Background: an optimization exercise with open tools, aiming at small area. Do not read the settings as production practice.
RTL that was checked went through simulation tests only; none was proved equivalent to the original.

==> umber: inputs <==
==> flow/design.v <==
module td4_core (
    input  wire       clk,
    input  wire       rst,           
    input  wire       prog_we,
    input  wire [3:0] prog_addr,
    input  wire [7:0] prog_wdata,
    input  wire       start,
    input  wire [4:0] prog_size,     
    input  wire [3:0] in_data,
    output wire       in_rd,
    output reg  [3:0] out_data,
    output reg        out_we,
    output wire       running,
    output wire       halted,
    output wire       aborted,
    output reg  [7:0] err_byte,
    output reg  [3:0] err_pc,
    output reg  [3:0] reg_a,
    output reg  [3:0] reg_b,
    output reg        carry,
    output reg  [4:0] pc
);
    localparam [3:0] OP_ADDA   = 4'h0;
    localparam [3:0] OP_MOVB2A = 4'h1;
    localparam [3:0] OP_INA    = 4'h2;
    localparam [3:0] OP_MOVA   = 4'h3;
    localparam [3:0] OP_MOVA2B = 4'h4;
    localparam [3:0] OP_ADDB   = 4'h5;
    localparam [3:0] OP_INB    = 4'h6;
    localparam [3:0] OP_MOVB   = 4'h7;
    localparam [3:0] OP_OUTB   = 4'h9;
    localparam [3:0] OP_OUTIM  = 4'hB;
    localparam [3:0] OP_JNC    = 4'hE;
    localparam [3:0] OP_JMP    = 4'hF;
    localparam [1:0] S_IDLE  = 2'd0;
    localparam [1:0] S_RUN   = 2'd1;
    localparam [1:0] S_HALT  = 2'd2;
    localparam [1:0] S_ABORT = 2'd3;
    reg [7:0] mem [0:15];
    reg [1:0] state;
    reg [4:0] size;
    always @(posedge clk) begin
        if (prog_we)
            mem[prog_addr] <= prog_wdata;
    end
    wire [7:0] fetch_byte = (pc < size) ? mem[pc[3:0]] : 8'h00;
    wire [3:0] op  = fetch_byte[7:4];
    wire [3:0] imm = fetch_byte[3:0];
    reg legal;
    always @(*) begin
        case (op)
            OP_ADDA, OP_MOVB2A, OP_INA, OP_MOVA, OP_MOVA2B, OP_ADDB,
            OP_INB, OP_MOVB, OP_OUTB, OP_OUTIM, OP_JNC, OP_JMP:
                legal = 1'b1;
            default:
                legal = 1'b0;
        endcase
    end
    wire [4:0] sum_a = {1'b0, reg_a} + {1'b0, imm};
    wire [4:0] sum_b = {1'b0, reg_b} + {1'b0, imm};
    reg [3:0] next_a;
    reg [3:0] next_b;
    reg       next_c;
    reg [4:0] next_pc;
    reg       do_out;
    reg [3:0] out_val;
    always @(*) begin
        next_a  = reg_a;
        next_b  = reg_b;
        next_c  = 1'b0;
        next_pc = pc + 5'd1;
        do_out  = 1'b0;
        out_val = out_data;
        case (op)
            OP_MOVA:   next_a = imm;
            OP_MOVB:   next_b = imm;
            OP_MOVA2B: next_b = reg_a;
            OP_MOVB2A: next_a = reg_b;
            OP_ADDA: begin
                next_a = sum_a[3:0];
                next_c = sum_a[4];
            end
            OP_ADDB: begin
                next_b = sum_b[3:0];
                next_c = sum_b[4];
            end
            OP_JMP:    next_pc = {1'b0, imm};
            OP_JNC:    next_pc = carry ? pc : {1'b0, imm};
            OP_INA:    next_a = in_data;
            OP_INB:    next_b = in_data;
            OP_OUTB: begin
                do_out  = 1'b1;
                out_val = reg_b;
            end
            OP_OUTIM: begin
                do_out  = 1'b1;
                out_val = imm;
            end
            default: ;
        endcase
    end
    assign in_rd   = (state == S_RUN) && legal && (op == OP_INA || op == OP_INB);
    assign running = (state == S_RUN);
    assign halted  = (state == S_HALT);
    assign aborted = (state == S_ABORT);
    always @(posedge clk) begin
        if (rst) begin
            state    <= S_IDLE;
            size     <= 5'd0;
            reg_a    <= 4'd0;
            reg_b    <= 4'd0;
            carry    <= 1'b0;
            pc       <= 5'd0;
            out_data <= 4'd0;
            out_we   <= 1'b0;
            err_byte <= 8'd0;
            err_pc   <= 4'd0;
        end else if (start) begin
            state    <= S_RUN;
            size     <= prog_size;
            reg_a    <= 4'd0;
            reg_b    <= 4'd0;
            carry    <= 1'b0;
            pc       <= 5'd0;
            out_we   <= 1'b0;
            err_byte <= 8'd0;
            err_pc   <= 4'd0;
        end else if (state == S_RUN) begin
            if (!legal) begin
                state    <= S_ABORT;
                err_byte <= fetch_byte;
                err_pc   <= pc[3:0];
                out_we   <= 1'b0;
            end else begin
                reg_a    <= next_a;
                reg_b    <= next_b;
                carry    <= next_c;
                pc       <= next_pc;
                out_data <= out_val;
                out_we   <= do_out;
                if (next_pc >= size)
                    state <= S_HALT;
            end
        end else begin
            out_we <= 1'b0;
        end
    end
endmodule
==> flow/run.sh <==
#!/bin/bash
# synth_recipe.tcl (not shown) runs the flow's synth.tcl, then flattens the netlist and writes it again
# the make line also repeats each setting of config.mk as NAME=value (left out here)
make -C /OpenROAD-flow-scripts/flow DESIGN_CONFIG=/design/flow/config.mk WORK_HOME=/design/flow/orfs CLKGATE_MAP_FILE= SYNTH_SCRIPT=/design/flow/synth_recipe.tcl finish
==> flow/config.mk <==
export PLATFORM = sky130hd
export DESIGN_NAME = td4_core
export DESIGN_NICKNAME = td4_core
export VERILOG_FILES = /design/flow/design.v
export SDC_FILE = /design/flow/constraint.sdc
export NUM_CORES = 4
export LEC_CHECK = 0
export CAP_MARGIN = 20
export CORE_MARGIN = 2
export CORE_UTILIZATION = 40
export SLEW_MARGIN = 20
==> flow/constraint.sdc <==
create_clock -name core_clock -period 6.0 [get_ports {clk}]
set_input_delay 1.2000 -clock core_clock [delete_from_list [all_inputs] [get_ports {clk}]]
set_output_delay 1.2000 -clock core_clock [all_outputs]
set_load 0.01 [all_outputs]
==> inputs of pepper, as changes to umber <==
==> flow/design.v (replaced) <==
module td4_core (
    input  wire       clk,
    input  wire       rst,
    input  wire       prog_we,
    input  wire [3:0] prog_addr,
    input  wire [7:0] prog_wdata,
    input  wire       start,
    input  wire [4:0] prog_size,
    input  wire [3:0] in_data,
    output wire       in_rd,
    output reg  [3:0] out_data,
    output reg        out_we,
    output wire       running,
    output wire       halted,
    output wire       aborted,
    output wire [7:0] err_byte,
    output wire [3:0] err_pc,
    output reg  [3:0] reg_a,
    output reg  [3:0] reg_b,
    output reg        carry,
    output reg  [4:0] pc
);
    reg [7:0] mem [0:15];
    reg [1:0] state;      
    reg [4:0] size;       
    reg       err_x;      
    always @(posedge clk)
        if (prog_we)
            mem[prog_addr] <= prog_wdata;
    assign running = (state == 2'd1);
    assign halted  = (state == 2'd2);
    assign aborted = (state == 2'd3);
    wire       nz = |size;
    wire [7:0] rd = mem[pc[3:0]];
    wire [3:0] op  = nz ? rd[7:4] : 4'h0;
    wire [3:0] imm = nz ? rd[3:0] : 4'h0;
    wire illegal = op[3] & ((~op[2] & ~op[0]) | (op[2] & ~op[1]));
    wire [4:0] sum_a = reg_a + imm;
    wire [4:0] sum_b = reg_b + imm;
    wire [4:0] pc_inc = pc + 5'd1;
    reg [3:0] next_a, next_b;
    reg       next_c;
    reg [4:0] next_pc;
    reg       do_out;
    reg [3:0] out_val;
    always @(*) begin
        next_a  = reg_a;
        next_b  = reg_b;
        next_c  = 1'b0;
        next_pc = pc_inc;
        do_out  = 1'b0;
        out_val = out_data;
        case (op)
            4'h0: begin next_a = sum_a[3:0]; next_c = sum_a[4]; end
            4'h1: next_a = reg_b;
            4'h2: next_a = in_data;
            4'h3: next_a = imm;
            4'h4: next_b = reg_a;
            4'h5: begin next_b = sum_b[3:0]; next_c = sum_b[4]; end
            4'h6: next_b = in_data;
            4'h7: next_b = imm;
            4'h9: begin do_out = 1'b1; out_val = reg_b; end
            4'hB: begin do_out = 1'b1; out_val = imm; end
            4'hE: next_pc = carry ? pc : {1'b0, imm};
            4'hF: next_pc = {1'b0, imm};
            default: ;
        endcase
    end
    assign in_rd = running & ~op[3] & op[1] & ~op[0];
    assign err_pc   = aborted ? pc[3:0] : 4'd0;
    assign err_byte = aborted ? {1'b1, size[4], ~size[4] & err_x, size[4] & err_x, size[3:0]} : 8'd0;
    always @(posedge clk) begin
        if (start)
            size <= prog_size;
        else if (running & illegal)
            size <= {op[2], imm};
        if (running)
            err_x <= op[1] | op[0];
    end
    always @(posedge clk) begin
        if (rst) begin
            state    <= 2'd0;
            reg_a    <= 4'd0;
            reg_b    <= 4'd0;
            carry    <= 1'b0;
            pc       <= 5'd0;
            out_data <= 4'd0;
            out_we   <= 1'b0;
        end else if (start) begin
            state    <= 2'd1;
            reg_a    <= 4'd0;
            reg_b    <= 4'd0;
            carry    <= 1'b0;
            pc       <= 5'd0;
            out_we   <= 1'b0;
        end else if (running) begin
            if (illegal) begin
                state  <= 2'd3;
                out_we <= 1'b0;
            end else begin
                reg_a    <= next_a;
                reg_b    <= next_b;
                carry    <= next_c;
                pc       <= next_pc;
                out_data <= out_val;
                out_we   <= do_out;
                if (next_pc >= size)
                    state <= 2'd2;
            end
        end else begin
            out_we <= 1'b0;
        end
    end
endmodule
Settings changed: CORE_UTILIZATION 40 to 70, CTS_BUF_LIST from default to sky130_fd_sc_hd__clkbuf_4 sky130_fd_sc_hd__clkbuf_8, PLACE_DENSITY from default to 0.8.
==> impl_metrics.csv <==
group,metric,value,unit
run_status,outcome,"no timing/DRC/antenna violations",
finish,multi_input_area,2750,µm²
power_and_ir_drop,p_per_area,312,nW/µm²
power_and_ir_drop,p_clk,1.18,mW
finish,nets,643,
grt,met3_usage,0.0407,
synthesis,synth-seq-area-share,0.611,
power_and_ir_drop,combPwrFrac,0.116,
sta,maxSlewHeadroom,0.252,
worst_setup_path,cp_top_family,"compound AO/OA/AOI/OAI gates",
placed_design,dp_slack,1.58,ns
grt,grt_pass1_vias,4547,
synthesis,syn_area,7660,µm²
power_and_ir_drop,swShare,0.243,
# the run above: umber

==> impl_metrics.csv <==
group,metric,value,unit
synthesis,synth_xor_area_frac,0.00726,
power_and_ir_drop,p_clk,0.843,mW
synthesis,syn_area,7240,µm²
grt,met3_usage,0.0569,
placed_design,dp_slack,1.60,ns
sta,maxSlewHeadroom,0.260,
run_status,outcome,"no timing/DRC/antenna violations",
synthesis,synth-seq-area-share,0.625,
power_and_ir_drop,combPwrFrac,0.094,
worst_setup_path,cp_top_family,"buffers and inverters",
grt,grt_pass1_vias,4320,
finish,nets,589,
power_and_ir_drop,p_per_area,277,nW/µm²
finish,multi_input_area,2520,µm²
# the run above: pepper

No functional check of the RTL was part of pepper.

## afterwards: timing with drivers on the ports
No port has a modelled driver above. Below, the same layouts with a new extraction and two added sets of constraints. Step 1: set_driving_cell puts a clkbuf_16 on clk and a buf_2 on each other input, an assumption about the parent block. Step 2, shift: input delay + t, output delay - t, t = (earliest + latest rising clock arrival at the registers) / 2. This alone moves slack from input paths to output paths. Slacks: no drivers / after step 1 / after step 2; pairs: no drivers / after step 1.
run | t, ns | slack for setup (ns) | hold WS [ns] | clock arrival spread, ns | slew at the worst register clock pin (ns)
umber | 0.467 | 1.238 / 1.194 / 1.562 | 0.456 / 0.456 / 0.456 | 0.012 / 0.011 | 0.07 / 0.07
pepper | 0.471 | 1.431 / 1.395 / 1.670 | 0.506 / 0.506 / 0.506 | 0.016 / 0.016 | 0.09 / 0.09
After both steps every run listed still meets setup and hold.
